What follows belongs to an exercise in optimizing a design on an open flow for small area, a short achievable clock period and few clock cycles per item; a production flow would make more cautious choices. In this exercise RTL edits were held to simulation tests only and were not proved equivalent to the original.

$ cat design/flow/design.v
module qip_qnt (
    input  wire        clk,
    input  wire        rst,           
    input  wire        in_valid,
    output reg         in_ready,
    input  wire [2:0]  in_op,
    input  wire [23:0] in_data,
    input  wire        in_mix,        
    input  wire [6:0]  in_draw,       
    output reg         out_valid,
    input  wire        out_ready,
    output reg  [7:0]  out_byte,
    output wire [11:0] out_slot,
    output reg         out_last       
);
    localparam [2:0] OP_START    = 3'd0;
    localparam [2:0] OP_TRKBEGIN = 3'd1;
    localparam [2:0] OP_TRKEND   = 3'd2;
    localparam [2:0] OP_PUSHP    = 3'd3;
    localparam [2:0] OP_PUSHG    = 3'd4;
    localparam [2:0] OP_PUSHS    = 3'd5;
    localparam [2:0] OP_PAD      = 3'd6;
    localparam [2:0] OP_PUSHB    = 3'd7;
    reg [4:0] rphase;    
    reg [2:0] sphase;    
    wire accept   = in_valid && in_ready;
    wire in_push  = in_op[2] | (in_op[1] & in_op[0]);
    reg [2:0] s1_op;     
    reg [7:0] s1_r, s1_g, s1_b;
    reg [6:0] s1_t;
    wire [6:0] t_ord = {rphase, 2'b00} + {2'b00, rphase} + {4'b0000, sphase};
    wire       in_g  = (in_op == OP_PUSHG);
    always @(posedge clk) begin
        s1_r <= in_g ? in_data[7:0] : in_data[23:16];
        s1_g <= in_g ? in_data[7:0] : in_data[15:8];
        s1_b <= in_data[7:0];
        s1_t <= in_mix ? in_draw : t_ord;
        if (rst) begin
            s1_op  <= OP_TRKBEGIN;
            rphase <= 5'd0;
            sphase <= 3'd0;
        end else begin
            s1_op <= accept ? in_op : OP_TRKBEGIN;
            if (accept) begin
                case (in_op)
                    OP_START: begin
                        rphase <= 5'd0;
                        sphase <= 3'd0;
                    end
                    OP_TRKBEGIN: sphase <= 3'd0;
                    OP_TRKEND:   rphase <= (rphase == 5'd16) ? 5'd0 : rphase + 5'd1;
                    OP_PUSHP, OP_PUSHG: sphase <= (sphase == 3'd4) ? 3'd0 : sphase + 3'd1;
                    default: ;
                endcase
            end
        end
    end
    wire       t_big = s1_t[6] & (s1_t[5] | (s1_t[4] & (s1_t[3] | s1_t[2])));    
    wire [6:0] tp = t_big ? 7'd83 : s1_t;
    wire [7:0] r = s1_r, g = s1_g, b = s1_b;
    wire [7:0] bn = ~b;
    wire [6:0] tn = ~tp;
    wire [7:0] ug = r & g;
    wire [7:0] up = r ^ g;
    wire usg0_1 = ug[1] | (up[1] & ug[0]);
    wire usp0_1 = up[1] & up[0];
    wire usg0_3 = ug[3] | (up[3] & ug[2]);
    wire usp0_3 = up[3] & up[2];
    wire usg0_5 = ug[5] | (up[5] & ug[4]);
    wire usp0_5 = up[5] & up[4];
    wire usg0_7 = ug[7] | (up[7] & ug[6]);
    wire usp0_7 = up[7] & up[6];
    wire usg1_2 = ug[2] | (up[2] & usg0_1);
    wire usp1_2 = up[2] & usp0_1;
    wire usg1_3 = usg0_3 | (usp0_3 & usg0_1);
    wire usp1_3 = usp0_3 & usp0_1;
    wire usg1_6 = ug[6] | (up[6] & usg0_5);
    wire usp1_6 = up[6] & usp0_5;
    wire usg1_7 = usg0_7 | (usp0_7 & usg0_5);
    wire usp1_7 = usp0_7 & usp0_5;
    wire usg2_4 = ug[4] | (up[4] & usg1_3);
    wire usp2_4 = up[4] & usp1_3;
    wire usg2_5 = usg0_5 | (usp0_5 & usg1_3);
    wire usp2_5 = usp0_5 & usp1_3;
    wire usg2_6 = usg1_6 | (usp1_6 & usg1_3);
    wire usp2_6 = usp1_6 & usp1_3;
    wire usg2_7 = usg1_7 | (usp1_7 & usg1_3);
    wire usp2_7 = usp1_7 & usp1_3;
    wire [8:0] u = {usg2_7, up ^ {usg2_6, usg2_5, usg2_4, usg1_3, usg1_2, usg0_1, ug[0], 1'b0}};
    wire ts1, tc1; qha u1 (b[0], u[0], ts1, tc1);
    wire ts2, tc2; qfa u2 (b[1], u[1], u[2], ts2, tc2);
    wire ts3, tc3; qfa u3 (b[2], tp[0], u[0], ts3, tc3);
    wire ts4, tc4; qfa u4 (u[2], u[3], tc2, ts4, tc4);
    wire ts5, tc5; qfa u5 (b[3], bn[0], tp[0], ts5, tc5);
    wire ts6, tc6; qfa u6 (tp[1], ts5, u[1], ts6, tc6);
    wire ts7, tc7; qfa u7 (u[3], u[4], tc3, ts7, tc7);
    wire ts8, tc8; qha u8 (ts6, tc4, ts8, tc8);
    wire ts9, tc9; qfa u9 (b[4], r[0], bn[1], ts9, tc9);
    wire ts10, tc10; qfa u10 (tp[1], tp[2], ts9, ts10, tc10);
    wire ts11, tc11; qfa u11 (tc5, ts10, u[2], ts11, tc11);
    wire ts12, tc12; qfa u12 (u[4], u[5], tc6, ts12, tc12);
    wire ts13, tc13; qfa u13 (ts11, tc7, ts12, ts13, tc13);
    wire ts14, tc14; qfa u14 (b[5], g[0], r[1], ts14, tc14);
    wire ts15, tc15; qfa u15 (bn[2], ts14, tc9, ts15, tc15);
    wire ts16, tc16; qfa u16 (tp[2], tp[3], tc10, ts16, tc16);
    wire ts17, tc17; qfa u17 (ts15, u[3], u[5], ts17, tc17);
    wire ts18, tc18; qfa u18 (u[6], ts16, tc11, ts18, tc18);
    wire ts19, tc19; qfa u19 (ts17, tc12, ts18, ts19, tc19);
    wire ts20, tc20; qfa u20 (b[0], b[6], g[1], ts20, tc20);
    wire ts21, tc21; qfa u21 (r[2], bn[3], tc14, ts21, tc21);
    wire ts22, tc22; qfa u22 (ts20, tp[3], tp[4], ts22, tc22);
    wire ts23, tc23; qfa u23 (ts21, tc15, ts22, ts23, tc23);
    wire ts24, tc24; qfa u24 (u[4], u[6], u[7], ts24, tc24);
    wire ts25, tc25; qfa u25 (tc16, ts23, tc17, ts25, tc25);
    wire ts26, tc26; qfa u26 (ts24, tc18, ts25, ts26, tc26);
    wire ts27, tc27; qfa u27 (b[1], b[7], g[2], ts27, tc27);
    wire ts28, tc28; qfa u28 (r[0], r[3], bn[4], ts28, tc28);
    wire ts29, tc29; qfa u29 (tc20, ts27, tp[4], ts29, tc29);
    wire ts30, tc30; qfa u30 (tp[5], ts28, tc21, ts30, tc30);
    wire ts31, tc31; qfa u31 (tc22, ts29, u[5], ts31, tc31);
    wire ts32, tc32; qfa u32 (u[7], u[8], ts30, ts32, tc32);
    wire ts33, tc33; qfa u33 (tc23, tc24, ts31, ts33, tc33);
    wire ts34, tc34; qfa u34 (ts32, tc25, ts33, ts34, tc34);
    wire ts35, tc35; qfa u35 (b[2], g[0], g[3], ts35, tc35);
    wire ts36, tc36; qfa u36 (r[1], r[4], bn[5], ts36, tc36);
    wire ts37, tc37; qfa u37 (tc27, ts35, tc28, ts37, tc37);
    wire ts38, tc38; qfa u38 (tp[5], tp[6], ts36, ts38, tc38);
    wire ts39, tc39; qfa u39 (tc29, ts37, ts38, ts39, tc39);
    wire ts40, tc40; qfa u40 (u[6], u[8], tc30, ts40, tc40);
    wire ts41, tc41; qfa u41 (ts39, tc31, tc32, ts41, tc41);
    wire ts42, tc42; qfa u42 (ts40, tc33, ts41, ts42, tc42);
    wire ts43, tc43; qfa u43 (b[3], g[1], g[4], ts43, tc43);
    wire ts44, tc44; qfa u44 (r[2], r[5], bn[6], ts44, tc44);
    wire ts45, tc45; qfa u45 (tc35, ts43, tc36, ts45, tc45);
    wire ts46, tc46; qfa u46 (tn[0], tp[6], ts44, ts46, tc46);
    wire ts47, tc47; qfa u47 (tc37, tc38, ts45, ts47, tc47);
    wire ts48, tc48; qfa u48 (ts46, u[7], tc39, ts48, tc48);
    wire ts49, tc49; qfa u49 (ts47, tc40, ts48, ts49, tc49);
    wire ts50, tc50; qha u50 (tc41, ts49, ts50, tc50);
    wire ts51, tc51; qfa u51 (b[4], g[2], g[5], ts51, tc51);
    wire ts52, tc52; qfa u52 (r[3], r[6], bn[7], ts52, tc52);
    wire ts53, tc53; qfa u53 (tc43, ts51, tc44, ts53, tc53);
    wire ts54, tc54; qfa u54 (tn[1], ts52, tc45, ts54, tc54);
    wire ts55, tc55; qfa u55 (tc46, ts53, u[8], ts55, tc55);
    wire ts56, tc56; qfa u56 (tc47, ts54, ts55, ts56, tc56);
    wire ts57, tc57; qfa u57 (tc48, ts56, tc49, ts57, tc57);
    wire ts58, tc58; qfa u58 (b[5], g[3], g[6], ts58, tc58);
    wire ts59, tc59; qfa u59 (r[4], r[7], tc51, ts59, tc59);
    wire ts60, tc60; qfa u60 (ts58, tc52, tn[2], ts60, tc60);
    wire ts61, tc61; qfa u61 (ts59, tc53, ts60, ts61, tc61);
    wire ts62, tc62; qfa u62 (tc54, ts61, tc55, ts62, tc62);
    wire ts63, tc63; qha u63 (tc56, ts62, ts63, tc63);
    wire ts64, tc64; qfa u64 (b[6], g[4], g[7], ts64, tc64);
    wire ts65, tc65; qfa u65 (r[5], tc58, ts64, ts65, tc65);
    wire ts66, tc66; qfa u66 (tn[3], tc59, ts65, ts66, tc66);
    wire ts67, tc67; qfa u67 (tc60, ts66, tc61, ts67, tc67);
    wire ts68, tc68; qha u68 (ts67, tc62, ts68, tc68);
    wire ts69, tc69; qfa u69 (b[7], g[5], r[6], ts69, tc69);
    wire ts70, tc70; qfa u70 (tc64, ts69, tn[4], ts70, tc70);
    wire ts71, tc71; qfa u71 (tc65, ts70, tc66, ts71, tc71);
    wire ts72, tc72; qha u72 (ts71, tc67, ts72, tc72);
    wire ts73, tc73; qfa u73 (g[6], r[7], tc69, ts73, tc73);
    wire ts74, tc74; qfa u74 (tn[5], ts73, tc70, ts74, tc74);
    wire ts75, tc75; qha u75 (ts74, tc71, ts75, tc75);
    wire ts76, tc76; qfa u76 (g[7], tn[6], tc73, ts76, tc76);
    wire ts77, tc77; qha u77 (ts76, tc74, ts77, tc77);
    wire [18:0] tA = {1'b0, tc76, ts77, tc72, tc68, tc63, ts63, tc50, tc42, tc34, tc26, tc19, tc13, tc8, ts7, ts3, tc1, u[1], 1'b0};
    wire [18:0] tB = {1'b0, tc77, tc75, ts75, ts72, ts68, tc57, ts57, ts50, ts42, ts34, ts26, ts19, ts13, ts8, ts4, ts2, ts1, u[0]};
    localparam [18:0] KOFF = 19'd135128;
    wire [18:0] fx = tA ^ tB;
    wire [18:0] fa_ = tA & tB;
    wire [18:0] fo = tA | tB;
    wire k0g1 = (fx[1]) & fa_[0];
    wire k0p1 = (fx[1]) | fa_[0];
    wire k0g2 = (fx[2]) & fa_[1];
    wire k0p2 = (fx[2]) | fa_[1];
    wire k0g3 = (~fx[3]) & fa_[2];
    wire k0p3 = (~fx[3]) | fa_[2];
    wire k0g4 = (fx[4]) & fo[3];
    wire k0p4 = (fx[4]) | fo[3];
    wire k0g5 = (~fx[5]) & fa_[4];
    wire k0p5 = (~fx[5]) | fa_[4];
    wire k0g6 = (fx[6]) & fo[5];
    wire k0p6 = (fx[6]) | fo[5];
    wire k0g7 = (fx[7]) & fa_[6];
    wire k0p7 = (fx[7]) | fa_[6];
    wire k0g8 = (fx[8]) & fa_[7];
    wire k0p8 = (fx[8]) | fa_[7];
    wire k0g9 = (fx[9]) & fa_[8];
    wire k0p9 = (fx[9]) | fa_[8];
    wire k0g10 = (fx[10]) & fa_[9];
    wire k0p10 = (fx[10]) | fa_[9];
    wire k0g11 = (fx[11]) & fa_[10];
    wire k0p11 = (fx[11]) | fa_[10];
    wire k0g12 = (~fx[12]) & fa_[11];
    wire k0p12 = (~fx[12]) | fa_[11];
    wire k0g13 = (~fx[13]) & fo[12];
    wire k0p13 = (~fx[13]) | fo[12];
    wire k0g14 = (~fx[14]) & fo[13];
    wire k0p14 = (~fx[14]) | fo[13];
    wire k0g15 = (~fx[15]) & fo[14];
    wire k0p15 = (~fx[15]) | fo[14];
    wire k0g16 = (~fx[16]) & fo[15];
    wire k0p16 = (~fx[16]) | fo[15];
    wire k0g17 = (fx[17]) & fo[16];
    wire k0p17 = (fx[17]) | fo[16];
    wire k0g18 = (~fx[18]) & fa_[17];
    wire k0p18 = (~fx[18]) | fa_[17];
    wire k0G0_0 = k0g1 | (k0p1 & 1'b0);
    wire k0P0_0 = k0p1 & (fx[0]);
    wire k0G0_2 = k0g3 | (k0p3 & k0g2);
    wire k0P0_2 = k0p3 & k0p2;
    wire k0G0_4 = k0g5 | (k0p5 & k0g4);
    wire k0P0_4 = k0p5 & k0p4;
    wire k0G0_6 = k0g7 | (k0p7 & k0g6);
    wire k0P0_6 = k0p7 & k0p6;
    wire k0G0_8 = k0g9 | (k0p9 & k0g8);
    wire k0P0_8 = k0p9 & k0p8;
    wire k0G0_10 = k0g11 | (k0p11 & k0g10);
    wire k0P0_10 = k0p11 & k0p10;
    wire k0G0_12 = k0g13 | (k0p13 & k0g12);
    wire k0P0_12 = k0p13 & k0p12;
    wire k0G0_14 = k0g15 | (k0p15 & k0g14);
    wire k0P0_14 = k0p15 & k0p14;
    wire k0G0_16 = k0g17 | (k0p17 & k0g16);
    wire k0P0_16 = k0p17 & k0p16;
    wire k0G1_0 = k0G0_2 | (k0P0_2 & k0G0_0);
    wire k0P1_0 = k0P0_2 & k0P0_0;
    wire k0G1_2 = k0G0_6 | (k0P0_6 & k0G0_4);
    wire k0P1_2 = k0P0_6 & k0P0_4;
    wire k0G1_4 = k0G0_10 | (k0P0_10 & k0G0_8);
    wire k0P1_4 = k0P0_10 & k0P0_8;
    wire k0G1_6 = k0G0_14 | (k0P0_14 & k0G0_12);
    wire k0P1_6 = k0P0_14 & k0P0_12;
    wire k0G1_8 = k0g18 | (k0p18 & k0G0_16);
    wire k0P1_8 = k0p18 & k0P0_16;
    wire k0G2_0 = k0G1_2 | (k0P1_2 & k0G1_0);
    wire k0P2_0 = k0P1_2 & k0P1_0;
    wire k0G2_2 = k0G1_6 | (k0P1_6 & k0G1_4);
    wire k0P2_2 = k0P1_6 & k0P1_4;
    wire k0G3_0 = k0G2_2 | (k0P2_2 & k0G2_0);
    wire k0P3_0 = k0P2_2 & k0P2_0;
    wire k0G4_0 = k0G1_8 | (k0P1_8 & k0G3_0);
    wire k0P4_0 = k0P1_8 & k0P3_0;
    wire cmp0 = fo[18] | k0G4_0;
    wire k1g1 = (fx[1]) & fa_[0];
    wire k1p1 = (fx[1]) | fa_[0];
    wire k1g2 = (fx[2]) & fa_[1];
    wire k1p2 = (fx[2]) | fa_[1];
    wire k1g3 = (fx[3]) & fa_[2];
    wire k1p3 = (fx[3]) | fa_[2];
    wire k1g4 = (fx[4]) & fa_[3];
    wire k1p4 = (fx[4]) | fa_[3];
    wire k1g5 = (~fx[5]) & fa_[4];
    wire k1p5 = (~fx[5]) | fa_[4];
    wire k1g6 = (fx[6]) & fo[5];
    wire k1p6 = (fx[6]) | fo[5];
    wire k1g7 = (fx[7]) & fa_[6];
    wire k1p7 = (fx[7]) | fa_[6];
    wire k1g8 = (fx[8]) & fa_[7];
    wire k1p8 = (fx[8]) | fa_[7];
    wire k1g9 = (fx[9]) & fa_[8];
    wire k1p9 = (fx[9]) | fa_[8];
    wire k1g10 = (~fx[10]) & fa_[9];
    wire k1p10 = (~fx[10]) | fa_[9];
    wire k1g11 = (fx[11]) & fo[10];
    wire k1p11 = (fx[11]) | fo[10];
    wire k1g12 = (fx[12]) & fa_[11];
    wire k1p12 = (fx[12]) | fa_[11];
    wire k1g13 = (~fx[13]) & fa_[12];
    wire k1p13 = (~fx[13]) | fa_[12];
    wire k1g14 = (fx[14]) & fo[13];
    wire k1p14 = (fx[14]) | fo[13];
    wire k1g15 = (~fx[15]) & fa_[14];
    wire k1p15 = (~fx[15]) | fa_[14];
    wire k1g16 = (fx[16]) & fo[15];
    wire k1p16 = (fx[16]) | fo[15];
    wire k1g17 = (fx[17]) & fa_[16];
    wire k1p17 = (fx[17]) | fa_[16];
    wire k1g18 = (~fx[18]) & fa_[17];
    wire k1p18 = (~fx[18]) | fa_[17];
    wire k1G0_0 = k1g1 | (k1p1 & 1'b0);
    wire k1P0_0 = k1p1 & (fx[0]);
    wire k1G0_2 = k1g3 | (k1p3 & k1g2);
    wire k1P0_2 = k1p3 & k1p2;
    wire k1G0_4 = k1g5 | (k1p5 & k1g4);
    wire k1P0_4 = k1p5 & k1p4;
    wire k1G0_6 = k1g7 | (k1p7 & k1g6);
    wire k1P0_6 = k1p7 & k1p6;
    wire k1G0_8 = k1g9 | (k1p9 & k1g8);
    wire k1P0_8 = k1p9 & k1p8;
    wire k1G0_10 = k1g11 | (k1p11 & k1g10);
    wire k1P0_10 = k1p11 & k1p10;
    wire k1G0_12 = k1g13 | (k1p13 & k1g12);
    wire k1P0_12 = k1p13 & k1p12;
    wire k1G0_14 = k1g15 | (k1p15 & k1g14);
    wire k1P0_14 = k1p15 & k1p14;
    wire k1G0_16 = k1g17 | (k1p17 & k1g16);
    wire k1P0_16 = k1p17 & k1p16;
    wire k1G1_0 = k1G0_2 | (k1P0_2 & k1G0_0);
    wire k1P1_0 = k1P0_2 & k1P0_0;
    wire k1G1_2 = k1G0_6 | (k1P0_6 & k1G0_4);
    wire k1P1_2 = k1P0_6 & k1P0_4;
    wire k1G1_4 = k1G0_10 | (k1P0_10 & k1G0_8);
    wire k1P1_4 = k1P0_10 & k1P0_8;
    wire k1G1_6 = k1G0_14 | (k1P0_14 & k1G0_12);
    wire k1P1_6 = k1P0_14 & k1P0_12;
    wire k1G1_8 = k1g18 | (k1p18 & k1G0_16);
    wire k1P1_8 = k1p18 & k1P0_16;
    wire k1G2_0 = k1G1_2 | (k1P1_2 & k1G1_0);
    wire k1P2_0 = k1P1_2 & k1P1_0;
    wire k1G2_2 = k1G1_6 | (k1P1_6 & k1G1_4);
    wire k1P2_2 = k1P1_6 & k1P1_4;
    wire k1G3_0 = k1G2_2 | (k1P2_2 & k1G2_0);
    wire k1P3_0 = k1P2_2 & k1P2_0;
    wire k1G4_0 = k1G1_8 | (k1P1_8 & k1G3_0);
    wire k1P4_0 = k1P1_8 & k1P3_0;
    wire cmp1 = fo[18] | k1G4_0;
    wire k2g1 = (fx[1]) & fa_[0];
    wire k2p1 = (fx[1]) | fa_[0];
    wire k2g2 = (fx[2]) & fa_[1];
    wire k2p2 = (fx[2]) | fa_[1];
    wire k2g3 = (~fx[3]) & fa_[2];
    wire k2p3 = (~fx[3]) | fa_[2];
    wire k2g4 = (~fx[4]) & fo[3];
    wire k2p4 = (~fx[4]) | fo[3];
    wire k2g5 = (fx[5]) & fo[4];
    wire k2p5 = (fx[5]) | fo[4];
    wire k2g6 = (fx[6]) & fa_[5];
    wire k2p6 = (fx[6]) | fa_[5];
    wire k2g7 = (fx[7]) & fa_[6];
    wire k2p7 = (fx[7]) | fa_[6];
    wire k2g8 = (fx[8]) & fa_[7];
    wire k2p8 = (fx[8]) | fa_[7];
    wire k2g9 = (fx[9]) & fa_[8];
    wire k2p9 = (fx[9]) | fa_[8];
    wire k2g10 = (fx[10]) & fa_[9];
    wire k2p10 = (fx[10]) | fa_[9];
    wire k2g11 = (~fx[11]) & fa_[10];
    wire k2p11 = (~fx[11]) | fa_[10];
    wire k2g12 = (~fx[12]) & fo[11];
    wire k2p12 = (~fx[12]) | fo[11];
    wire k2g13 = (fx[13]) & fo[12];
    wire k2p13 = (fx[13]) | fo[12];
    wire k2g14 = (~fx[14]) & fa_[13];
    wire k2p14 = (~fx[14]) | fa_[13];
    wire k2g15 = (fx[15]) & fo[14];
    wire k2p15 = (fx[15]) | fo[14];
    wire k2g16 = (~fx[16]) & fa_[15];
    wire k2p16 = (~fx[16]) | fa_[15];
    wire k2g17 = (~fx[17]) & fo[16];
    wire k2p17 = (~fx[17]) | fo[16];
    wire k2g18 = (fx[18]) & fo[17];
    wire k2p18 = (fx[18]) | fo[17];
    wire k2G0_0 = k2g1 | (k2p1 & 1'b0);
    wire k2P0_0 = k2p1 & (fx[0]);
    wire k2G0_2 = k2g3 | (k2p3 & k2g2);
    wire k2P0_2 = k2p3 & k2p2;
    wire k2G0_4 = k2g5 | (k2p5 & k2g4);
    wire k2P0_4 = k2p5 & k2p4;
    wire k2G0_6 = k2g7 | (k2p7 & k2g6);
    wire k2P0_6 = k2p7 & k2p6;
    wire k2G0_8 = k2g9 | (k2p9 & k2g8);
    wire k2P0_8 = k2p9 & k2p8;
    wire k2G0_10 = k2g11 | (k2p11 & k2g10);
    wire k2P0_10 = k2p11 & k2p10;
    wire k2G0_12 = k2g13 | (k2p13 & k2g12);
    wire k2P0_12 = k2p13 & k2p12;
    wire k2G0_14 = k2g15 | (k2p15 & k2g14);
    wire k2P0_14 = k2p15 & k2p14;
    wire k2G0_16 = k2g17 | (k2p17 & k2g16);
    wire k2P0_16 = k2p17 & k2p16;
    wire k2G1_0 = k2G0_2 | (k2P0_2 & k2G0_0);
    wire k2P1_0 = k2P0_2 & k2P0_0;
    wire k2G1_2 = k2G0_6 | (k2P0_6 & k2G0_4);
    wire k2P1_2 = k2P0_6 & k2P0_4;
    wire k2G1_4 = k2G0_10 | (k2P0_10 & k2G0_8);
    wire k2P1_4 = k2P0_10 & k2P0_8;
    wire k2G1_6 = k2G0_14 | (k2P0_14 & k2G0_12);
    wire k2P1_6 = k2P0_14 & k2P0_12;
    wire k2G1_8 = k2g18 | (k2p18 & k2G0_16);
    wire k2P1_8 = k2p18 & k2P0_16;
    wire k2G2_0 = k2G1_2 | (k2P1_2 & k2G1_0);
    wire k2P2_0 = k2P1_2 & k2P1_0;
    wire k2G2_2 = k2G1_6 | (k2P1_6 & k2G1_4);
    wire k2P2_2 = k2P1_6 & k2P1_4;
    wire k2G3_0 = k2G2_2 | (k2P2_2 & k2G2_0);
    wire k2P3_0 = k2P2_2 & k2P2_0;
    wire k2G4_0 = k2G1_8 | (k2P1_8 & k2G3_0);
    wire k2P4_0 = k2P1_8 & k2P3_0;
    wire cmp2 = fa_[18] | k2G4_0;
    wire q1 = cmp1;
    wire q0 = (cmp0 & ~cmp1) | cmp2;
    wire [1:0] sym_s  = s1_b[1:0] | {2{|s1_b[7:2]}};
    wire       is_pg  = (s1_op == OP_PUSHP) || (s1_op == OP_PUSHG);
    wire       is_b   = (s1_op == OP_PUSHB);
    wire [1:0] base   = is_b ? s1_b[1:0] : (s1_op == OP_PUSHS) ? sym_s : 2'd0;
    wire [7:0] res_hi = is_b ? s1_b : 8'hA0;
    wire [1:0] qq     = {q1, q0};
    wire [7:0] res_byte = {res_hi[7:2], ({2{is_pg}} & qq) | base};
    wire       res_push  = s1_op[2] | (s1_op[1] & s1_op[0]);
    wire       res_start = (s1_op == OP_START);
    reg       st_pend;           
    reg       v1, v2;
    reg [7:0] q1_byte, q2_byte;
    reg       q1_st, q2_st;
    reg [4:0] yc;                
    wire pop = out_valid && out_ready;
    reg  [8:0] sh;               
    assign out_slot = {sh, yc[2:0]};
    wire       y_m3  = yc[1] & yc[0];
    wire       y_23  = y_m3 & yc[4] & yc[2];
    wire [4:0] e     = y_m3 ? (y_23 ? 5'b10101 : 5'b11000) :
                       !yc[2] ? 5'd3 : yc[4] ? 5'd1 : 5'd4;
    wire [4:0] lc;
    wire [3:0] ls;
    assign lc[0] = 1'b0;
    genvar gi;
    generate
        for (gi = 0; gi < 4; gi = gi + 1) begin : g_lo
            assign ls[gi]   = sh[gi] ^ e[gi] ^ lc[gi];
            assign lc[gi+1] = (sh[gi] & e[gi]) | (lc[gi] & (sh[gi] ^ e[gi]));
        end
    endgenerate
    wire       c4 = lc[4];
    wire [5:0] ht;
    wire [4:0] hs;
    assign ht[0] = e[4] ^ c4;
    generate
        for (gi = 0; gi < 5; gi = gi + 1) begin : g_hi
            assign hs[gi]   = sh[gi+4] ^ ht[gi];
            assign ht[gi+1] = (sh[gi+4] ^ e[4]) & ht[gi];
        end
    endgenerate
    wire       pwrap = !e[4] && c4 && sh[8] && sh[6];           
    wire       nwrap = e[4] && !c4 && !(|sh[8:4]);              
    wire [4:0] nh_hi = nwrap ? 5'b10100 : pwrap ? 5'b00000 : hs;
    wire [8:0] nsh   = {nh_hi, ls};
    wire [4:0] y5    = yc + 5'd5;
    wire [4:0] nyc   = (yc[4] & (yc[2] | (yc[1] & yc[0]))) ? y5 - 5'd24 : y5;    
    wire       ld_skid = v1;
    wire [7:0] ld_byte = {ld_skid ? q1_byte[7:2] : res_hi[7:2],
                          ({2{!ld_skid && is_pg}} & qq) | (ld_skid ? q1_byte[1:0] : base)};
    wire       ld_st   = ld_skid ? q1_st : st_pend;
    wire head_free = !out_valid || pop;
    wire       q1_take = pop ? !v2 : !v1;
    wire [7:0] q1_keep = pop ? q2_byte : q1_byte;
    wire ld_head   = head_free && (v1 || res_push);
    wire v1_n = pop ? (v2 || (v1 && res_push)) : (v1 || (out_valid && res_push));
    wire v2_n = pop ? (v2 && res_push) : (v2 || (v1 && res_push));
    always @(posedge clk) begin
        if (ld_head) begin
            out_byte <= ld_byte;
            sh       <= ld_st ? 9'd3 : nsh;
            yc       <= ld_st ? 5'd0 : nyc;
            out_last <= !ld_st && (yc == 5'd14);            
        end
        q1_byte <= {q1_take ? res_hi[7:2] : q1_keep[7:2],
                    ({2{q1_take && is_pg}} & qq) | (q1_take ? base : q1_keep[1:0])};
        q1_st   <= q1_take ? st_pend : (pop ? q2_st : q1_st);
        if (!(v2 && !pop)) begin
            q2_byte <= res_byte;
            q2_st   <= st_pend;
        end
        if (rst) begin
            out_valid <= 1'b0;
            v1        <= 1'b0;
            v2        <= 1'b0;
            st_pend   <= 1'b1;
            in_ready  <= 1'b1;
        end else begin
            out_valid <= (out_valid && !pop) || v1 || res_push;
            v1        <= v1_n;
            v2        <= v2_n;
            if (res_start)
                st_pend <= 1'b1;
            else if (res_push)
                st_pend <= 1'b0;
            in_ready  <= !v2_n && !(v1_n && accept && in_push);
        end
    end
endmodule
module qfa (input wire a, input wire b, input wire c, output wire s, output wire co);
    assign s  = a ^ b ^ c;
    assign co = (a & b) | (a & c) | (b & c);
endmodule
module qha (input wire a, input wire b, output wire s, output wire co);
    assign s  = a ^ b;
    assign co = a & b;
endmodule
$ cat design/flow/flow/run.sh
#!/bin/bash
# Layout flow: the standard flow (standard.sh, unchanged synthesis), with
# the smallest buffers on the ports and timing repair aimed at a setup slack of
# 14.9 ns on the design's 20 ns clock (the SDC is the design's, unchanged).
# make's full output goes to flow_make.log here; ORFS keeps each step's own
# log under orfs/logs/.
set -euo pipefail
bash standard.sh \
  "BUFFER_PORTS_ARGS=-buffer_cell sky130_fd_sc_hd__buf_1" \
  SETUP_SLACK_MARGIN=14.9 \
  finish > flow_make.log 2>&1
$ cat design/flow/standard.sh
#!/bin/bash
# synth_recipe.tcl (not shown) runs the flow's synth.tcl, then flattens the netlist and writes it again
# the make line also repeats each setting of config.mk as NAME=value (left out here)
make -C /OpenROAD-flow-scripts/flow DESIGN_CONFIG=/design/flow/config.mk WORK_HOME=/design/flow/orfs CLKGATE_MAP_FILE= SYNTH_SCRIPT=/design/flow/synth_recipe.tcl "${@:-finish}"
$ cat design/flow/config.mk
export PLATFORM = sky130hd
export DESIGN_NAME = qip_qnt
export DESIGN_NICKNAME = qip_qnt
export VERILOG_FILES = /design/flow/design.v
export SDC_FILE = /design/flow/constraint.sdc
export NUM_CORES = 4
export LEC_CHECK = 0
export ABC_AREA = 1
export CAP_MARGIN = 20
export CORE_MARGIN = 2
export CORE_UTILIZATION = 60
export CTS_BUF_LIST = sky130_fd_sc_hd__clkbuf_8
export SLEW_MARGIN = 20
export SYNTH_HIERARCHICAL = 1
export SYNTH_MINIMUM_KEEP_SIZE = 0
$ cat design/flow/constraint.sdc
create_clock -name core_clock -period 20.0 [get_ports {clk}]
set_input_delay 4.0000 -clock core_clock [delete_from_list [all_inputs] [get_ports {clk}]]
set_output_delay 4.0000 -clock core_clock [all_outputs]
set_load 0.01 [all_outputs]
==> impl_metrics.toml, run 1 <==
[clock_tree]
htreeDepth = 3
cts_buffers = 9
clk_pin_slew_ns = 0.09
clock_latency_ns = 0.37
cts_tree = "done"
cts_num_sinks = 88
clockBufferDepth = 2
cts_root_buffer = "clkbuf_8"

[place]
port_buffers = 61
dp_cells = 982
place.gp.congestion = 0.908
postPlaceCellArea_sq_um = 7300
dp_hpwl_um = 12200

[detailed_routing]
route.detailed.drc = 0
via_per_inst = 5.30
dr_total_vias = 5296
drt_pass1_iterations = 5
antenna_left = 0
drt-total-wl_um = 14600
drt_iter0_drc = 403
wl_per_cell_um = 14.6

[grt]
overflow = 0
grt_first_pass_wirelength_um = 24500
grt_pass1_vias = 5335
antenna_found_initial = 0
grt_max_degree = 24
grt_usage = 0.248

[sta]
final.min_clock_period_ns = 5.04
setup_viol = 0
slew_headroom = 0.649
worst_pin_slew_ns = 0.525
timing.fmax_mhz = 199
drv_slew = 0
finalClockSkew_ns = 0.00824
period_share = 0.252
fin_setup_tns_ns = 0
rsz0062_at_grt = "yes"
hold_violations = 0

[setup_path]
cpPeakStageDelay_ns = 0.50
crit_path_top_delay_cell = "edfxtp_1"
critical_path_class = "flip-flop to output port"
cp_top_family = "flip-flops"
rr_startpoint = "s1_b[5]$_DFF_P_"
crit_required_ns = 16.00
endpoint_kind = "output port"
crit_start = "sh[6]$_SDFFCE_PP0P_"
crit_chain = "buf_1"
worst_setup_path_start_kind = "flip-flop"
crit_fanout = 7
crit_arrival_ns = 1.04
crit_buf_inv = 1

[floorplan]
die_w_um = 112
row_count = 39
initial_core_util = 0.610
num_io_pins = 62
core_sq_um = 11400
dieArea_sq_um = 12400
dieHeight_um = 112

[synthesis]
syn-cell-area_sq_um = 6940
synth.avg_cell_area_sq_um = 8.81
yosys_warnings = 7
syn-num-nets = 964
synthCells = 787
yosysSeqAreaShare = 0.310
synth_cell_types = 35
yosys_register_bits = 88

[layout]
fin_nets = 1029
design_area_sq_um = 7600
antenna_cells = 0
drive_gt1_frac = 0.0817
area_delta_synth_final_pct = 9.51
stdcell_count = 1000

[hold_path]
hold_path.class = "flip-flop to flip-flop"
min_from = "st_pend$_SDFFE_PP1N_"

[run]
cap_violations = 0

[status]
outcome = "no timing/DRC/antenna violations"
## modules after synthesis, one instance, submodules excluded
module	copies in the design	cell area (sq um)	flip-flops and latches
qfa	69	20.0	0
qha	8	12.5	0
qip_qnt	1	5460	88
## Yosys cell counts
master    count  share of area
inv_4         1        0.00090
nor3_4        1         0.0023
o22ai_1       4         0.0036
xor2_1       12          0.015
dfxtp_1      49           0.14
a211oi_1      4         0.0043
a21oi_1      40          0.029
fa_1         77           0.22
o21ai_0      25          0.018
a22oi_1       1         0.0011
clkbuf_1      6         0.0032
edfxtp_1     39           0.17
o21bai_1      2         0.0022
nand2_1     196           0.11
or2_2         5         0.0045
a21oi_2       3         0.0038
a22o_1        4         0.0050
a31oi_1       5         0.0045
buf_4         4         0.0043
inv_2         6         0.0032
o21a_1        2         0.0022
ha_1         61           0.11
nor4_1        2         0.0018
nor2_1       71          0.038
nor3_2        2         0.0029
nor2_2        1        0.00090
a21boi_2      1         0.0016
a21boi_1      1         0.0011
nor3_1        5         0.0036
o21ai_2       3         0.0038
nand4_1       2         0.0018
o21ai_1       5         0.0036
and3_1        4         0.0036
inv_1       123          0.067
nand3_1      20          0.014
## what timing repair did
action / in CTS / in global routing
cloned: 0 / 0
buffers inserted: 0 / 2
hold buffers: 0 / 0
pin swaps: 0 / 4
endpoints found under the setup margin: 4 / 8
gates resized for setup: 4 / 27
## logic make-up after synthesis
group	Yosys count	share of synthesized area
xor gates and xnor gates	12	0.0152
buffers and inverters	140	0.0783
AOI/OAI and AO/OA	100	0.0837
DFF	88	0.310
adders and majority gates	138	0.332
and+or+nand+nor	309	0.180
## layer usage
metal / up-vias / GRT usage / wire [um]
li1: 2620 / - / -
met1: 2499 / 0.337 / 6740
met2: 157 / 0.402 / 6810
met3: 20 / 0.0604 / 796
met4: 0 / 0.0683 / 223
met5: - / 0 / 0
## per-stage QoR
| step | util | worst slack, ns | hold WS [ns] |
|---|---|---|---|
| after global placement | 0.642 | 14.65 | 0.470 |
| after floorplan | - | 14.96 | 0.425 |
| after detailed placement | 0.642 | 14.56 | 0.458 |
| final | 0.668 | 14.96 | 0.488 |
| after CTS | 0.659 | 14.93 | 0.481 |
| after global routing | 0.668 | 14.86 | 0.492 |
## path summary, 6_finish.rpt
kind | cells after the start | slack, ns | endpoint
setup / recovery | 1 | 14.96 | out_slot[9]
setup reg to reg | 18 | 15.13 | q2_byte[0]$_DFFE_PN_
hold / removal | 0 | 0.49 | q2_st$_DFFE_PN_
hold reg to reg | 0 | 0.49 | q2_st$_DFFE_PN_
## registers in the layout (all words and copies together), names as in the netlist
name       flops
st_pend        1
q1_byte        8
out_valid      1
s1_g           8
v2             1
sphase         3
q2_byte        8
s1_op          3
v1             1
rphase         5
out_byte       8
q2_st          1
sh             9
s1_t           7
yc             5
s1_b           8
q1_st          1
in_ready       1
s1_r           8
out_last       1
## final cells by class
| class | count | area, sq um |
|---|---|---|
| timing repair buffer | 64 | 251 |
| multi-input combinational | 559 | 4340 |
| sequential | 88 | 2160 |
| fill | 949 | 3770 |
| clock inverter | 7 | 46.3 |
| clock buffer | 9 | 124 |
| inverter | 130 | 490 |
| tap | 143 | 179 |
## cell usage in the layout (no fill, tap or decap), drive strengths merged
cell    instances
xor2           12
edfxtp         39
a22o            4
nor3            8
and3            4
o21a            2
or2             5
a21boi          2
a21oi          43
a22oi           1
a31oi           5
nor4            2
buf            64
dfxtp          49
o21ai          33
o22ai           4
nand3          20
nand4           2
o21bai          2
nor2           72
ha             61
nand2         196
clkinv          5
fa             77
clkbuf          9
a211oi          4
inv           132
Testbench counts, summed over its fixed seeds: cycles 32,016, items 31,428.
==> run 2: changes to the inputs <==
==> design/flow/flow/run.sh (replaced) <==
#!/bin/bash
# Layout flow: the standard flow (standard.sh, unchanged synthesis), with
# the smallest buffers on the ports and timing repair aimed at a setup slack of
# 14.95 ns on the design's 20 ns clock (the SDC is the design's, unchanged).
# make's full output goes to flow_make.log here; ORFS keeps each step's own
# log under orfs/logs/.
set -euo pipefail
bash standard.sh \
  "BUFFER_PORTS_ARGS=-buffer_cell sky130_fd_sc_hd__buf_1" \
  SETUP_SLACK_MARGIN=14.95 \
  finish > flow_make.log 2>&1
--- a/design/flow/config.mk
+++ b/design/flow/config.mk
@@ -8,7 +8,7 @@
 export ABC_AREA = 1
 export CAP_MARGIN = 20
 export CORE_MARGIN = 2
-export CORE_UTILIZATION = 60
+export CORE_UTILIZATION = 65
 export CTS_BUF_LIST = sky130_fd_sc_hd__clkbuf_8
 export SLEW_MARGIN = 20
 export SYNTH_HIERARCHICAL = 1
==> run 2 against run 1 <==
Net effect:
- non-clock buffer count grew 5
- utilization grew 7.8 points
- sequential share of layout area decreased by 0.24 points
- final area grew 1.4%
- setup slack better by 0.041 ns
- hold slack better by 0.012 ns
- critical endpoint is now out_slot[7]
==> impl_metrics.toml, run 2 <==
[place]
place.gp.congestion = 0.905
dp_hpwl_um = 12300
postPlaceCellArea_sq_um = 7290
port_buffers = 61
dp_cells = 975
post-place-ws_ns = 14.55

[sta]
rsz0062_at_grt = "yes"
setup_viol = 0
hold_violations = 0
drv_slew = 0
fin_setup_tns_ns = 0
worst_slack_ns = 15.00
timing.fmax_mhz = 200
finalClockSkew_ns = 0.0144
final.min_clock_period_ns = 5.00
worst_pin_slew_ns = 0.588
slew_headroom = 0.607
period_share = 0.250

[synthesis]
synthFlopType = "dfxtp_1"
netlist_top_cells_area = "fa_1, edfxtp_1, dfxtp_1"
syn-cell-area_sq_um = 6940
synthCells = 787
yosysSeqAreaShare = 0.310
synth_edf_count = 39
syn-num-nets = 964
postSynth.asyncResetShare = 0
synth_top_cell_by_area = "fa_1"
yosys_register_bits = 88
synth.most_common_cell = "nand2_1"
synth_top_area_frac = 0.222
synth_cell_types = 35
yosys_warnings = 7
synth.avg_cell_area_sq_um = 8.81
ys_top_cells_by_count = "nand2_1, inv_1, fa_1"

[grt]
grt_max_degree = 24
grt_pass1_vias = 5488
grt_usage = 0.279
grt_first_pass_wirelength_um = 24800
antenna_found_initial = 0
overflow = 0

[setup_path]
cp_top_family = "flip-flops"
critical_path_class = "flip-flop to output port"
worst_setup_path_start_kind = "flip-flop"
crit_chain = "buf_1"
crit_required_ns = 16.00
endpoint_kind = "output port"
crit_buf_inv = 1
crit_arrival_ns = 1.00
cpPeakStageDelay_ns = 0.47
crit_fanout = 5
crit_path_top_delay_cell = "edfxtp_1"

[clock_tree]
cts_root_buffer = "clkbuf_8"
htreeDepth = 3
cts_hold_buf = 0
clock_latency_ns = 0.36
cts_num_sinks = 88
clk_pin_slew_ns = 0.10
cts_buffers = 9
clockBufferDepth = 2
cts_tree = "done"

[detailed_routing]
drt-total-wl_um = 15000
drt_pass1_iterations = 5
antenna_left = 0
route.detailed.drc = 0
via_per_inst = 5.41
drt_iter0_drc = 397
dr_total_vias = 5400
wl_per_cell_um = 15.1

[layout]
layout_commonest_cell = "nand2_1"
seqCellArea_sq_um = 2180
regMostFlops = "sh"
largest_register_ffs = 9
fill_cells = 758
design_area_sq_um = 7700
drive_gt1_frac = 0.0940
multiInputGateArea_sq_um = 4360
antenna_cells = 0
stdcell_count = 998
fin_nets = 1034
area_delta_synth_final_pct = 11.0
layout_common_cells = "nand2_1, inv_1, fa_1"

[floorplan]
dieHeight_um = 107
die_w_um = 107
dieArea_sq_um = 11500
row_count = 37
core_sq_um = 10300
initial_core_util = 0.672
num_io_pins = 62

[hold_path]
hold_path.class = "flip-flop to flip-flop"

[status]
outcome = "no timing/DRC/antenna violations"

[run]
cap_violations = 0
run 2: cell type report:
class	instances	share of cell area
tap	136	0.0221
sequential	88	0.283
multi-input combinational	559	0.566
timing repair buffer	69	0.0375
clock buffer	9	0.0161
inverter	130	0.0637
clock inverter	7	0.0122
run 2: cells by family after synthesis:
family	count (synthesis)	share of synthesized area
buffers and inverters	140	0.0783
DFF	88	0.310
xor gates and xnor gates	12	0.0152
adders and majority gates	138	0.332
AOI/OAI and AO/OA	100	0.0837
and+or+nand+nor	309	0.180
run 2: through the flow:
step | util | hold slack (ns)
floorplan | - | 0.425
global placement | 0.706 | 0.449
detailed placement | 0.706 | 0.463
CTS | 0.731 | 0.486
global route | 0.746 | 0.513
finish | 0.746 | 0.500
run 2: worst paths after layout:
kind	to	slack, ns	depth (start not counted)	startpoint
min	q2_st$_DFFE_PN_	0.50	0	st_pend$_SDFFE_PP1N_
min reg2reg	q2_st$_DFFE_PN_	0.50	0	st_pend$_SDFFE_PP1N_
max reg2reg	out_byte[0]$_DFFE_PP_	15.13	25	s1_r[0]$_DFF_P_
max	out_slot[7]	15.00	1	sh[4]$_SDFFCE_PP0P_
run 2: modules after synthesis, one instance, submodules excluded:
module | times used | flops+latches | area, sq um
qfa | 69 | 0 | 20.0
qha | 8 | 0 | 12.5
qip_qnt | 1 | 88 | 5460
run 2: timing repair:
item / 4_1_cts / 5_1_grt
gates resized for setup: 6 / 34
endpoints found under the setup margin: 6 / 7
pin swaps: 1 / 9
setup buffers: 1 / 6
run 2: per-layer routing:
layer,up-vias,global-route usage,wire (um)
li1,2626,-,-
met1,2583,0.363,6500
met2,162,0.468,7320
met3,29,0.0611,909
met4,0,0.0900,325
met5,-,0,0
==> run 3: changes to the inputs <==
--- a/design/flow/design.v
+++ b/design/flow/design.v
@@ -403,7 +403,6 @@
     reg       st_pend;           
     reg       v1, v2;
     reg [7:0] q1_byte, q2_byte;
-    reg       q1_st, q2_st;
     reg [4:0] yc;                
     wire pop = out_valid && out_ready;
     reg  [8:0] sh;               
@@ -441,13 +440,14 @@
     wire       ld_skid = v1;
     wire [7:0] ld_byte = {ld_skid ? q1_byte[7:2] : res_hi[7:2],
                           ({2{!ld_skid && is_pg}} & qq) | (ld_skid ? q1_byte[1:0] : base)};
-    wire       ld_st   = ld_skid ? q1_st : st_pend;
+    wire       ld_st   = !ld_skid && st_pend;
     wire head_free = !out_valid || pop;
     wire       q1_take = pop ? !v2 : !v1;
     wire [7:0] q1_keep = pop ? q2_byte : q1_byte;
     wire ld_head   = head_free && (v1 || res_push);
     wire v1_n = pop ? (v2 || (v1 && res_push)) : (v1 || (out_valid && res_push));
     wire v2_n = pop ? (v2 && res_push) : (v2 || (v1 && res_push));
+    wire out_valid_n = (out_valid && !pop) || v1 || res_push;
     always @(posedge clk) begin
         if (ld_head) begin
             out_byte <= ld_byte;
@@ -457,11 +457,8 @@
         end
         q1_byte <= {q1_take ? res_hi[7:2] : q1_keep[7:2],
                     ({2{q1_take && is_pg}} & qq) | (q1_take ? base : q1_keep[1:0])};
-        q1_st   <= q1_take ? st_pend : (pop ? q2_st : q1_st);
-        if (!(v2 && !pop)) begin
+        if (!(v2 && !pop))
             q2_byte <= res_byte;
-            q2_st   <= st_pend;
-        end
         if (rst) begin
             out_valid <= 1'b0;
             v1        <= 1'b0;
@@ -469,14 +466,16 @@
             st_pend   <= 1'b1;
             in_ready  <= 1'b1;
         end else begin
-            out_valid <= (out_valid && !pop) || v1 || res_push;
+            out_valid <= out_valid_n;
             v1        <= v1_n;
             v2        <= v2_n;
             if (res_start)
                 st_pend <= 1'b1;
             else if (res_push)
                 st_pend <= 1'b0;
-            in_ready  <= !v2_n && !(v1_n && accept && in_push);
+            in_ready  <= !v2_n && !(v1_n && accept && in_push) &&
+                         !(accept && (in_op == OP_START)) &&
+                         !((res_start || (st_pend && !res_push)) && (out_valid_n || v1_n));
         end
     end
 endmodule
==> design/flow/flow/run.sh (replaced) <==
#!/bin/bash
# Layout flow: the standard flow (standard.sh, unchanged synthesis), with
# the smallest buffers on the ports and timing repair aimed at a setup slack of
# 14.9 ns on the design's 20 ns clock (the SDC is the design's, unchanged).
# make's full output goes to flow_make.log here; ORFS keeps each step's own
# log under orfs/logs/.
set -euo pipefail
bash standard.sh \
  "BUFFER_PORTS_ARGS=-buffer_cell sky130_fd_sc_hd__buf_1" \
  SETUP_SLACK_MARGIN=14.9 \
  finish > flow_make.log 2>&1
--- a/design/flow/config.mk
+++ b/design/flow/config.mk
@@ -8,7 +8,7 @@
 export ABC_AREA = 1
 export CAP_MARGIN = 20
 export CORE_MARGIN = 2
-export CORE_UTILIZATION = 65
+export CORE_UTILIZATION = 70
 export CTS_BUF_LIST = sky130_fd_sc_hd__clkbuf_8
 export SLEW_MARGIN = 20
 export SYNTH_HIERARCHICAL = 1
==> run 3 against run 2 <==
Net effect:
- still clean
- synthesized area is 1.1% lower
- non-clock buffer count stayed put
- fmax is 0.52% lower
- setup slack worse by 0.026 ns
- synthesized cell count is 0.89% lower
- sequential share of layout area is 0.56 points lower
- utilization is 4.4 points higher
- clock-buffer cell count stayed put
- first-iteration DRC count is 33% lower
- largest cell class unchanged
==> impl_metrics.toml, run 3 <==
[status]
outcome = "no timing/DRC/antenna violations"

[grt]
grt_first_pass_wirelength_um = 24000
overflow = 0
antenna_found_initial = 0
grt_usage = 0.296
grt_max_degree = 24
grt_pass1_vias = 5164

[sta]
timing.hold.ws_ns = 0.514
final.min_clock_period_ns = 5.02
finalClockSkew_ns = 0.0177
hold_violations = 0
setup_viol = 0
fin_setup_tns_ns = 0
timing.fmax_mhz = 199
period_share = 0.251
rsz0062_at_grt = "yes"
drv_slew = 0
worst_pin_slew_ns = 0.747
slew_headroom = 0.497
worst_slack_ns = 14.98

[clock_tree]
cts_buffers = 9
clock_latency_ns = 0.37
clk_pin_slew_ns = 0.10
cts_root_buffer = "clkbuf_8"
cts_tree = "done"
htreeDepth = 3
cts_num_sinks = 86
clockBufferDepth = 2

[setup_path]
crit_required_ns = 16.00
r2r_slack_ns = 15.14
crit_path_top_delay_cell = "edfxtp_1"
ff2ff_path_depth = 23
critical_path_class = "flip-flop to output port"
crit_chain = "buf_1"
crit_start = "sh[4]$_SDFFCE_PP0P_"
crit_arrival_ns = 1.02
endpoint_kind = "output port"
cpPeakStageDelay_ns = 0.49
rr_startpoint = "s1_r[3]$_DFF_P_"
cp_top_family = "flip-flops"
crit_fanout = 5
worst_setup_path_start_kind = "flip-flop"
crit_buf_inv = 1
r2r-end = "out_byte[0]$_DFFE_PP_"

[synthesis]
synthSimpleGateAreaFrac = 0.185
synth_compound_area_frac = 0.0817
syn-num-nets = 957
synth_mux_area_frac = 0
yosysSeqAreaShare = 0.305
synthCells = 780
yosys_register_bits = 86
yosys_warnings = 7
synth_top_family_by_area = "adder cells"
synthAdderAreaFrac = 0.336
synth.most_common_cell = "nand2_1"
synth.avg_cell_area_sq_um = 8.79
syn-cell-area_sq_um = 6860
synth_xor_xnor_area_share = 0.0166
netlist_top_cells_area = "fa_1, edfxtp_1, dfxtp_1"
synth_top_area_frac = 0.225
postSynth.asyncResetShare = 0
synth_edf_count = 37
ys_top_cells_by_count = "nand2_1, inv_1, fa_1"
synthFlopType = "dfxtp_1"
synth_top_cell_by_area = "fa_1"
synth_cell_types = 37

[floorplan]
num_io_pins = 62
dieHeight_um = 103
die_w_um = 103
row_count = 36
core_sq_um = 9640
initial_core_util = 0.712
dieArea_sq_um = 10600

[detailed_routing]
drt_iter0_drc = 265
dr_total_vias = 5392
drt_pass1_iterations = 6
route.detailed.drc = 0
drt-total-wl_um = 14900
antenna_left = 0
via_per_inst = 5.45
wl_per_cell_um = 15.1

[layout]
stdcell_count = 990
largest_register_ffs = 9
regMostFlops = "sh"
antenna_cells = 0
drive_gt1_frac = 0.0828
layout_common_cells = "nand2_1, inv_1, fa_1"
fin_nets = 1029
area_delta_synth_final_pct = 11.0
layout_commonest_cell = "nand2_1"

[hold_path]
hold_path.class = "flip-flop to flip-flop"
min_to = "out_byte[4]$_DFFE_PP_"
worstHoldPathCells = 2
min_from = "q1_byte[4]$_DFFE_PP_"

[place]
dp_hpwl_um = 12100
port_buffers = 61
place.gp.congestion = 0.928
dp_cells = 965
post-place-ws_ns = 14.54

[run]
cap_violations = 0
## run 3: layout make-up
cell class	count	area [sq um]
multi-input cells	561	4380
flip-flops and latches	86	2110
fillers	678	2030
inverters	124	472
repair buffers	69	289
well taps	133	166
clock buffers	9	124
clock inverters	7	70.1
repair inverters	1	7.51
## run 3: kinds of logic after synthesis
group                    after synthesis
AO/OA/AOI/OAI                         95
XOR/XNOR                              13
adder cells (fa/ha/maj)              138
buffers and inverters                133
flip-flops                            86
AND/OR/NAND/NOR                      315
## run 3: worst reg2reg max path, cell delays in order (launching register included)
cell     delay (ns)
dfxtp_1        0.50
ha_1           0.35
a21oi_1        0.20
nand2_2        0.10
fa_2           0.44
xor2_4         0.23
fa_1           0.47
fa_1           0.49
fa_1           0.54
ha_4           0.21
nand2_1        0.07
nand2_1        0.05
nand2_1        0.09
inv_1          0.06
nand2_1        0.05
nand2_1        0.04
a21oi_1        0.12
nand2_1        0.12
nand2_1        0.08
nand2_1        0.10
nand2_1        0.10
nand2_1        0.09
nand2_1        0.07
nand2_1        0.05
## run 3: metal layers
metal / track usage / up-vias / routed length [um]
met2: 0.490 / 174 / 7490
met4: 0.0688 / 0 / 180
li1: - / 2605 / -
met1: 0.402 / 2593 / 6330
met5: 0 / - / 0
met3: 0.0678 / 20 / 943
## run 3: how the worst max path moves through the flow
stage | to | cells after the start
finish | out_slot[7] | 1
global route | out_byte[0]$_DFFE_PP_ | 26
CTS | sphase[0]$_SDFFE_PP0P_ | 8
detailed placement | sphase[0]$_SDFFE_PP0P_ | 8
global placement | out_last$_DFFE_PP_ | 5
floorplan | out_byte[0]$_DFFE_PP_ | 4
## run 3: per-module statistics from Yosys, one instance, submodules excluded
module	times used	area, sq um	cells inside	flops+latches
qip_qnt	1	5380	703	86
qfa	69	20.0	1	0
qha	8	12.5	1	0
## run 3: what timing repair did
item	4_1_cts	5_1_grt
endpoints found under the setup margin	3	33
hold buffers	0	0
pin swaps	0	10
buffers inserted	0	8
resized for setup	4	36
cloned	0	1
## run 3: through the flow
step | instance area [sq um] | utilization
2_1_floorplan | 6860 | -
3_3_place_gp | 7210 | 0.748
3_5_place_dp | 7210 | 0.748
4_1_cts | 7420 | 0.770
5_1_grt | 7610 | 0.790
6_report | 7610 | 0.790
Testbench counts of run 3, summed over its fixed seeds: cycles 32,024, items 31,428.

port drivers added, routing unchanged:
No port has a modelled driver above. Below, the same layouts with a new extraction and two added sets of constraints.
Step 1: set_driving_cell puts a clkbuf_16 on clk and a buf_2 on each other input, an assumption about the parent block.
Step 2 also shifts input and output timing later by t, the mid clock arrival at the registers, as if the neighbouring blocks saw the same clock.
Slacks: ideal / step 1 / step 2; pairs: ideal / step 1.
run	t (ns)	slack for setup (ns)	worst register clock-pin slew, ns	cell pins on the clock port's net
run 1	0.393	14.963 / 14.931 / 14.689	0.09 / 0.09	1
run 2	0.390	15.005 / 14.972 / 14.708	0.10 / 0.10	1
run 3	0.388	14.979 / 14.949 / 14.639	0.10 / 0.10	1
After both steps setup and hold are still met in every run listed. The setup slack of run 3, which loses most, moves by -0.030 ns with the drivers and by -0.340 ns with both steps.
